Context: an optimization exercise on an open-source flow, tuned for small area, a short achievable clock period and few clock cycles. The choices shown serve that exercise and are no tape-out recipe. Only simulation tests tie the RTL to the original design; equivalence was not proved.

## radix_converter
module radix_converter (
    input  wire       clk,
    input  wire       rst,         
    input  wire       in_we,
    input  wire [5:0] in_addr,
    input  wire [7:0] in_wdata,
    input  wire       start,
    input  wire [6:0] in_len,
    input  wire [8:0] src_base,
    input  wire [8:0] dst_base,
    output reg        busy,
    output reg        done,
    output reg        err,
    output reg  [7:0] errcode,
    output reg  [6:0] out_len,
    input  wire [5:0] out_addr,
    output wire [7:0] out_rdata
);
Size in the first run: ~9,100 cells after synthesis, about 1,300 flip-flops, roughly 83,000 um2 of cells after synthesis.
clock: 40.0 ns
lec_check: 0
abc_area: 1
cap_margin: 20
core_margin: 2
core_utilization: 40
slew_margin: 20
standard.sh (not shown) runs the stock make flow with config.mk's settings and CLKGATE_MAP_FILE= SYNTH_SCRIPT=/design/flow/synth_recipe.tcl, a recipe that flattens the netlist after the stock synthesis.
==> flow/flow/run.sh <==
#!/bin/bash
set -euo pipefail
bash standard.sh SETUP_SLACK_MARGIN=20 finish > flow_standard.log 2>&1
The baseline finished with timing, DRC and antenna clean.
Testbench counts at the start, summed over its fixed seeds: cycles 37,272.
Then changed:
==> flow/flow/run.sh (replaced) <==
#!/bin/bash
set -euo pipefail
bash standard.sh SETUP_SLACK_MARGIN=21 "BUFFER_PORTS_ARGS=-buffer_cell sky130_fd_sc_hd__buf_4" finish > flow_standard.log 2>&1
Settings changed: CAP_MARGIN 20 to 10, CTS_CLUSTER_DIAMETER from default to 120, CTS_CLUSTER_SIZE from default to 20, SLEW_MARGIN 20 to 10.
Result: Count of clock-buffer cells in the layout decreases by 65. Clock skew falls by 0.033 ns. Area after synthesis stays the same. Final area fell by 0.31%. First-iteration DRC count hardly moves. Global-route usage barely changes. Worst hold slack improves by 0.0060 ns. Register-to-register slack gains 0.54 ns.
Then changed:
Settings changed: CORE_UTILIZATION 40 to 50.
Outcome: The changed run ran to the end with no violations. Final cell count falls by 5.3%. Setup slack improves by 0.049 ns. Area after synthesis stays the same. Cell area went down by 1.5%. Maximum frequency barely changes. Wire length came out lower by 0.82%. Die area is lower by 20%. Critical path depth increases by 3.
Then changed:
Settings changed: CTS_CLUSTER_DIAMETER 120 to 100, CTS_CLUSTER_SIZE 20 to 16.
First-iteration DRC count rises by 7.0%.
Setup slack gains 0.047 ns.
Area after synthesis does not change.
Routed wire length goes up by about 0.32%.
Design area rises by about 0.6%.
Count of clock-buffer cells in the layout increases by 26.
Worst hold slack improved by 0.019 ns.

---

wip/maple:
radix_converter, a different RTL version from the one above (not shown whole).
Size in the first run: about 75 I/O pins, about 0.086 mm2 of cells after synthesis.
==> flow/design.v (excerpt) <==
module radix_converter (
    input  wire       clk,
    input  wire       rst,         
    input  wire       in_we,
    input  wire [5:0] in_addr,
    input  wire [7:0] in_wdata,
    input  wire       start,
    input  wire [6:0] in_len,
    input  wire [8:0] src_base,
    input  wire [8:0] dst_base,
    output reg        busy,
    output reg        done,
    output reg        err,
    output reg  [7:0] errcode,
    output reg  [6:0] out_len,
    input  wire [5:0] out_addr,
    output wire [7:0] out_rdata
);
    localparam P  = 4;             
    localparam LP = 2;             
    localparam R4 = 2;             
    localparam [7:0] ERR_BASE     = 8'h02;
    localparam [7:0] ERR_DIGIT    = 8'h03;
    localparam [7:0] ERR_CAPACITY = 8'h07;
    reg [7:0] in_mem [0:63];       
    reg [7:0] mem    [0:63];       
    always @(posedge clk) begin
        if (in_we)
            in_mem[in_addr] <= in_wdata;
    end
    reg [8:0] a;                   
    reg [8:0] b;                   
    reg [5:0] olm1;                
    reg       pk;                  
    reg [3:0] aw;                  
    reg [3:0] bw;                  
    function [3:0] msb_pos;        
        input [8:0] v;
        integer i;
        begin
            msb_pos = 4'd0;
            for (i = 1; i < 9; i = i + 1)
                if (v[i]) msb_pos = i[3:0];
        end
    endfunction
    wire [3:0]  ea  = msb_pos(src_base);
    wire [3:0]  eb  = msb_pos(dst_base);
    wire [11:0] sa  = {src_base, 3'b000} >> ea;   
    wire [11:0] sb  = {dst_base, 3'b000} >> eb;
    wire [8:0]  low_mask = (ea > 4'd3) ? ((9'd1 << (ea - 4'd3)) - 9'd1) : 9'd0;
    wire        sticky   = ((src_base & low_mask) != 9'd0);
    wire [3:0]  mas = {1'b0, sa[2:0]} + {3'b0, sticky};
    wire [3:0]  tab = (mas == 4'd0) ? 4'd0 : (mas == 4'd8) ? 4'd8 : mas + 4'd1;
  ...
Settings: LEC_CHECK=0, ABC_AREA=1, CAP_MARGIN=20, CORE_MARGIN=2, CORE_UTILIZATION=40, SLEW_MARGIN=20; clock period 40.0 ns.
run.sh (not shown) runs the stock make flow with config.mk's settings and CLKGATE_MAP_FILE= SYNTH_SCRIPT=/design/flow/synth_recipe.tcl, a recipe that flattens the netlist after the stock synthesis.
Stock flow here: none of the scripts above is used.
wip/maple finished every step from synthesis to the final layout, and the layout passed the timing, design-rule and antenna checks.
Testbench counts of wip/maple, summed over its fixed seeds: cycles 37,706.
### wip/maple -> wip/delta
Settings: a deleted ABC_AREA that had been 1.
==> flow/flow/run.sh (new file) <==
#!/bin/bash
set -euo pipefail
bash standard.sh SETUP_SLACK_MARGIN=20 finish > flow_standard.log 2>&1
==> flow/standard.sh (new file) <==
#!/bin/bash
# synth_recipe.tcl (not shown) runs the flow's synth.tcl, then flattens the netlist and writes it again
# the make line also repeats each setting of config.mk as NAME=value (left out here)
make -C /OpenROAD-flow-scripts/flow DESIGN_CONFIG=/design/flow/config.mk WORK_HOME=/design/flow/orfs CLKGATE_MAP_FILE= SYNTH_SCRIPT=/design/flow/synth_recipe.tcl "${@:-finish}"
removed: flow/run.sh
wip/maple ended up with nand2_1 as its most common cell after layout, fill and taps aside; wip/delta ended up with edfxtp_1. Against wip/maple, total wirelength of the detailed-routed design in wip/delta fell by more than 10%. Re number of cells on the critical path: wip/delta and wip/maple aren't equal, and the higher value belongs to wip/delta. For sequential share of layout area, wip/maple and wip/delta come out practically identical.
What wip/juniper does differently from wip/delta at the input level:
==> flow/run.sh (new file) <==
#!/bin/bash
# synth_recipe.tcl (not shown) runs the flow's synth.tcl, then flattens the netlist and writes it again
# the make line also repeats each setting of config.mk as NAME=value (left out here)
make -C /OpenROAD-flow-scripts/flow DESIGN_CONFIG=/design/flow/config.mk WORK_HOME=/design/flow/orfs CLKGATE_MAP_FILE= SYNTH_SCRIPT=/design/flow/synth_recipe.tcl finish
removed: flow/flow/run.sh
removed: flow/standard.sh
==> summary.txt <==
wip/juniper finished every stage and its layout cleared the timing, design-rule and antenna checks. The critical path startpoint comes out out_addr[0] in one run and out_addr[1] in the other, namely in wip/juniper and wip/delta respectively. wip/juniper vs wip/delta — filler cell count in the final layout climbed slightly. Of wip/juniper and wip/delta, it is wip/juniper that has the lower design area. Capturing element of the worst setup path = out_rdata[5]: wip/juniper; capturing element of the worst setup path = out_rdata[4]: wip/delta. Re overall global routing resource usage: wip/juniper is 0.30 points down on wip/delta. wip/juniper against wip/delta: clock-cell share of area level; final worst-path setup slack -1620 ps; sequential cell area in the final layout now sits at about the same level; largest net degree at the start of global routing grew by 28; overall die area flat.

---

wip/willow:
RTL: one of the versions met above, not the one the previous note started from.
For scale: ~9100 cells after synthesis, ~1300 flip-flops, ~75 I/O pins, about 83000 um2 of cells after synthesis.
## radix_converter
module radix_converter (
    input  wire       clk,
    input  wire       rst,         
    input  wire       in_we,
    input  wire [5:0] in_addr,
    input  wire [7:0] in_wdata,
    input  wire       start,
    input  wire [6:0] in_len,
    input  wire [8:0] src_base,
    input  wire [8:0] dst_base,
    output reg        busy,
    output reg        done,
    output reg        err,
    output reg  [7:0] errcode,
    output reg  [6:0] out_len,
    input  wire [5:0] out_addr,
    output wire [7:0] out_rdata
);
    localparam P  = 4;             
    localparam LP = 2;             
    localparam R4 = 0;             
    localparam [7:0] ERR_BASE     = 8'h02;
    localparam [7:0] ERR_DIGIT    = 8'h03;
    localparam [7:0] ERR_CAPACITY = 8'h07;
    reg [7:0] in_mem [0:63];       
    reg [7:0] mem    [0:63];       
    always @(posedge clk) begin
        if (in_we)
            in_mem[in_addr] <= in_wdata;
    end
    reg [8:0] a;                   
    reg [8:0] b;                   
    reg [5:0] olm1;                
    reg       pk;                  
    reg [3:0] aw;                  
    reg [3:0] bw;                  
    function [3:0] msb_pos;        
        input [8:0] v;
        integer i;
        begin
            msb_pos = 4'd0;
            for (i = 1; i < 9; i = i + 1)
                if (v[i]) msb_pos = i[3:0];
        end
    endfunction
    wire [3:0]  ea  = msb_pos(src_base);
    wire [3:0]  eb  = msb_pos(dst_base);
    wire [11:0] sa  = {src_base, 3'b000} >> ea;   
    wire [11:0] sb  = {dst_base, 3'b000} >> eb;
    wire [8:0]  low_mask = (ea > 4'd3) ? ((9'd1 << (ea - 4'd3)) - 9'd1) : 9'd0;
    wire        sticky   = ((src_base & low_mask) != 9'd0);
  ...
Settings: LEC_CHECK=0, ABC_AREA=1, CAP_MARGIN=10, CORE_MARGIN=2, CORE_UTILIZATION=50, CTS_CLUSTER_DIAMETER=120, CTS_CLUSTER_SIZE=20, SLEW_MARGIN=10; clock period 40.0 ns.
standard.sh (not shown) runs the stock make flow with config.mk's settings and CLKGATE_MAP_FILE= SYNTH_SCRIPT=/design/flow/synth_recipe.tcl, a recipe that flattens the netlist after the stock synthesis.
==> flow/flow/run.sh <==
#!/bin/bash
set -euo pipefail
bash standard.sh SETUP_SLACK_MARGIN=20.5 "BUFFER_PORTS_ARGS=-buffer_cell sky130_fd_sc_hd__buf_4" finish > flow_standard.log 2>&1
wip/willow finished every step from synthesis to the final layout, and the layout passed the timing, design-rule and antenna checks.
Testbench counts of wip/willow, summed over its fixed seeds: cycles 37,272.
#### Input delta (wip/onyx over wip/willow)
Settings: changing CORE_UTILIZATION from 50 to 60; changing CTS_CLUSTER_DIAMETER from 120 to 100; changing CTS_CLUSTER_SIZE from 20 to 16.
==> flow/flow/run.sh <==
#!/bin/bash
set -euo pipefail
bash standard.sh SETUP_SLACK_MARGIN=21 "BUFFER_PORTS_ARGS=-buffer_cell sky130_fd_sc_hd__buf_4" finish > flow_standard.log 2>&1
### Flow results
- In the reports for wip/onyx and wip/willow, the smaller max-slew headroom at the worst pin belongs to wip/willow.
- Changes observed in wip/onyx relative to wip/willow: global-route usage shows an increase of 5.8 points, share of the core filled with cells shows an increase of 12 points, clock-buffer cell count shows an increase of 52%, design area shows an increase of about 1.3%.
- Compared to wip/willow, wip/onyx has pin count of the biggest net entering global routing 62 higher.
- wip/onyx vs. wip/willow: fraction of layout instances using a drive strength above 1 went up by 1.9 points, top fanout value on the critical path went down by 14%, final routed wirelength across all metal layers went up by 2.3%.
- Every run (wip/onyx and wip/willow) finished clean.
- Looking at master of the slowest instance on the critical path, the sky130_fd_sc_hd__and2_1 result is from wip/willow; the sky130_fd_sc_hd__fa_1 one comes from wip/onyx.

---

Q:
radix_converter again, from the RTL that the note above started with.
export LEC_CHECK = 0
export ABC_AREA = 1
export CAP_MARGIN = 10
export CORE_MARGIN = 2
export CORE_UTILIZATION = 40
export SLEW_MARGIN = 10
create_clock -name core_clock -period 40.0 [get_ports {clk}]
==> flow/flow/run.sh <==
#!/bin/bash
set -euo pipefail
bash standard.sh SETUP_SLACK_MARGIN=21 "BUFFER_PORTS_ARGS=-buffer_cell sky130_fd_sc_hd__buf_4" finish > flow_standard.log 2>&1
Testbench counts of Q, summed over its fixed seeds: cycles 37,272.
Input-level comparison between P and Q:
==> flow/flow/run.sh <==
#!/bin/bash
set -euo pipefail
bash standard.sh SETUP_SLACK_MARGIN=22 "BUFFER_PORTS_ARGS=-buffer_cell sky130_fd_sc_hd__buf_4" finish > flow_standard.log 2>&1
==> summary.txt <==
P ends up with a wire length on met2 that is about 5.6% higher than in Q.
Delta (P minus Q): detailed placer's ending HPWL increased by 2.1% relative to the old numbers; post-route DRC violation count closely matched the old numbers; DRC marker count from the first detailed-route iteration increased by 12% relative to the old numbers.
Between P and Q, the cell row count figures differ only marginally.
Taking Q as the reference, in P setup slack rose 0.33 ns; total length of routed wires grew by about 5%.

---

radix_converter, a different RTL version from the one above (not shown whole).
Size: ~1,300 flip-flops, roughly 75 I/O pins, about 85,000 um^2 of cells after synthesis.
clock: 40.0 ns
lec_check: 0
cap_margin: 10
core_margin: 2
core_utilization: 40
slew_margin: 10
==> flow/flow/run.sh <==
#!/bin/bash
set -euo pipefail
bash standard.sh SETUP_SLACK_MARGIN=21 "BUFFER_PORTS_ARGS=-buffer_cell sky130_fd_sc_hd__buf_4" finish > flow_standard.log 2>&1
The baseline completed with no timing, DRC or antenna violations.
Testbench counts at the start, summed over its fixed seeds: cycles 37,272.
Edit:
==> flow/flow/run.sh (replaced) <==
#!/bin/bash
set -euo pipefail
bash standard.sh SETUP_SLACK_MARGIN=20 finish > flow_standard.log 2>&1
--- a/flow/config.mk
+++ b/flow/config.mk
@@ -6,6 +6,8 @@
 export NUM_CORES = 4
 export LEC_CHECK = 0
-export CAP_MARGIN = 10
+export CAP_MARGIN = 20
 export CORE_MARGIN = 2
-export CORE_UTILIZATION = 40
-export SLEW_MARGIN = 10
+export CORE_UTILIZATION = 55
+export CTS_BUF_LIST = sky130_fd_sc_hd__clkbuf_8
+export CTS_CLUSTER_SIZE = 24
+export SLEW_MARGIN = 20
Count of clock-buffer cells in the layout rose by 57.
Final area shrinks by 3.0%.
Synthesized area does not change.
Utilization goes up by 15 points.
Sequential share of layout area climbs by 1.2 points.
Final cell count shrinks by 6.7%.
Wire length is about the same.
Worst hold slack loses 0.0036 ns.
Global-route usage grows by 8.7 points.
Setup slack is worse by 1.0 ns.
Edit:
--- a/flow/config.mk
+++ b/flow/config.mk
@@ -8,6 +8,4 @@
 export CAP_MARGIN = 20
 export CORE_MARGIN = 2
-export CORE_UTILIZATION = 55
-export CTS_BUF_LIST = sky130_fd_sc_hd__clkbuf_8
-export CTS_CLUSTER_SIZE = 24
+export CORE_UTILIZATION = 40
 export SLEW_MARGIN = 20
After rerunning: Maximum frequency grows by 0.66%. Sequential share of layout area shrinks by 0.63 points. Design area grows by 1.6%.

---

Setup of the reference run:
RTL: one of the versions met above, not the one the previous note started from.
For scale: ~83000 sq um of cells after synthesis.
clock: 40.0 ns
lec_check: 0
abc_area: 1
cap_margin: 10
core_margin: 2
core_utilization: 60
cts_cluster_diameter: 120
cts_cluster_size: 20
slew_margin: 10
==> flow/flow/run.sh <==
#!/bin/bash
set -euo pipefail
bash standard.sh SETUP_SLACK_MARGIN=21 "BUFFER_PORTS_ARGS=-buffer_cell sky130_fd_sc_hd__buf_4" finish > flow_standard.log 2>&1
The reference run has completed all stages; timing, DRC and antenna checks passed.
Testbench counts of the reference run, summed over its fixed seeds: cycles 37,272.
Edits applied to the flow inputs when going from the reference run to the trial run:
-- flow/config.mk --
<<< the reference run, line 11
export CORE_UTILIZATION = 60
export CTS_CLUSTER_DIAMETER = 120
export CTS_CLUSTER_SIZE = 20
>>> the trial run, line 11
export CORE_UTILIZATION = 40
export GPL_TIMING_DRIVEN = 1
Findings:
- The trial run vs the reference run, post-route non-filler standard cell count went up by about 10%.
- Higher fraction of area in multi-input gates was reported by the reference run, not the trial run.
- The worst setup path endpoint comes out out_rdata[1] in one run and out_rdata[5] in the other, namely in the reference run and the trial run respectively.
- Delta (the trial run minus the reference run): count of filler cells inserted in the layout now larger, share of flip-flops with an asynchronous set or reset after synthesis saw little to no change, critical path depth shows a reduction of 1.
- Wire length after detailed routing on the trial run is behind the reference run.
- Comparing the trial run with the reference run, the final clock period utilization by the worst path came out essentially unchanged.
- Higher count of antenna diodes in the layout among the trial run and the reference run: the trial run
- Clock-cell share of area (the trial run over the reference run): increase, 2.5 points
- Comparing final cell area excluding filler cells for the trial run and the reference run, the bigger number came from the trial run.

[separate check: timing with driven ports]
The flow's constraints put no driver on any port. The routed layouts listed below were extracted and timed again, unchanged, in two steps. Step 1 sets driving cells, clkbuf_16 on the clock port and buf_2 on the other inputs (assumed; they add their load-dependent delay and slew). Step 2 adds t to the input delays and takes it off the output delays; t is the mean of the earliest and latest rising clock arrival at the registers after step 1. Input paths then give back, and output paths get back, about the clock's delay inside the block. Three values: ideal ports, drivers, drivers and shift; two values: the first two.
run | t, ns | setup WS [ns] | cell pins on the clock port's net
the first run of note 1 | 0.865 | 20.123 / 20.099 / 20.099 | 1
the second run of note 1 | 0.798 | 20.995 / 20.970 / 20.970 | 1
the third run of note 1 | 0.788 | 21.044 / 21.022 / 21.022 | 1
the fourth run of note 1 | 0.808 | 21.091 / 21.066 / 21.066 | 1
wip/maple | 0.863 | 18.935 / 18.914 / 18.914 | 1
wip/delta | 0.852 | 20.159 / 20.136 / 20.136 | 1
wip/juniper | 0.850 | 18.542 / 18.521 / 18.521 | 1
wip/willow | 0.790 | 20.633 / 20.607 / 20.607 | 1
wip/onyx | 0.790 | 21.079 / 21.055 / 21.055 | 1
Q | 0.860 | 21.005 / 20.968 / 20.968 | 1
P | 0.869 | 21.331 / 21.295 / 21.295 | 1
the first run of note 5 | 0.863 | 21.025 / 21.001 / 21.001 | 1
the second run of note 5 | 1.026 | 19.986 / 19.964 / 19.964 | 1
the third run of note 5 | 0.863 | 20.117 / 20.092 / 20.092 | 1
the reference run | 0.778 | 21.041 / 21.017 / 21.017 | 1
the trial run | 0.860 | 21.005 / 20.968 / 20.968 | 1
After both steps setup and hold are still met in every run listed.
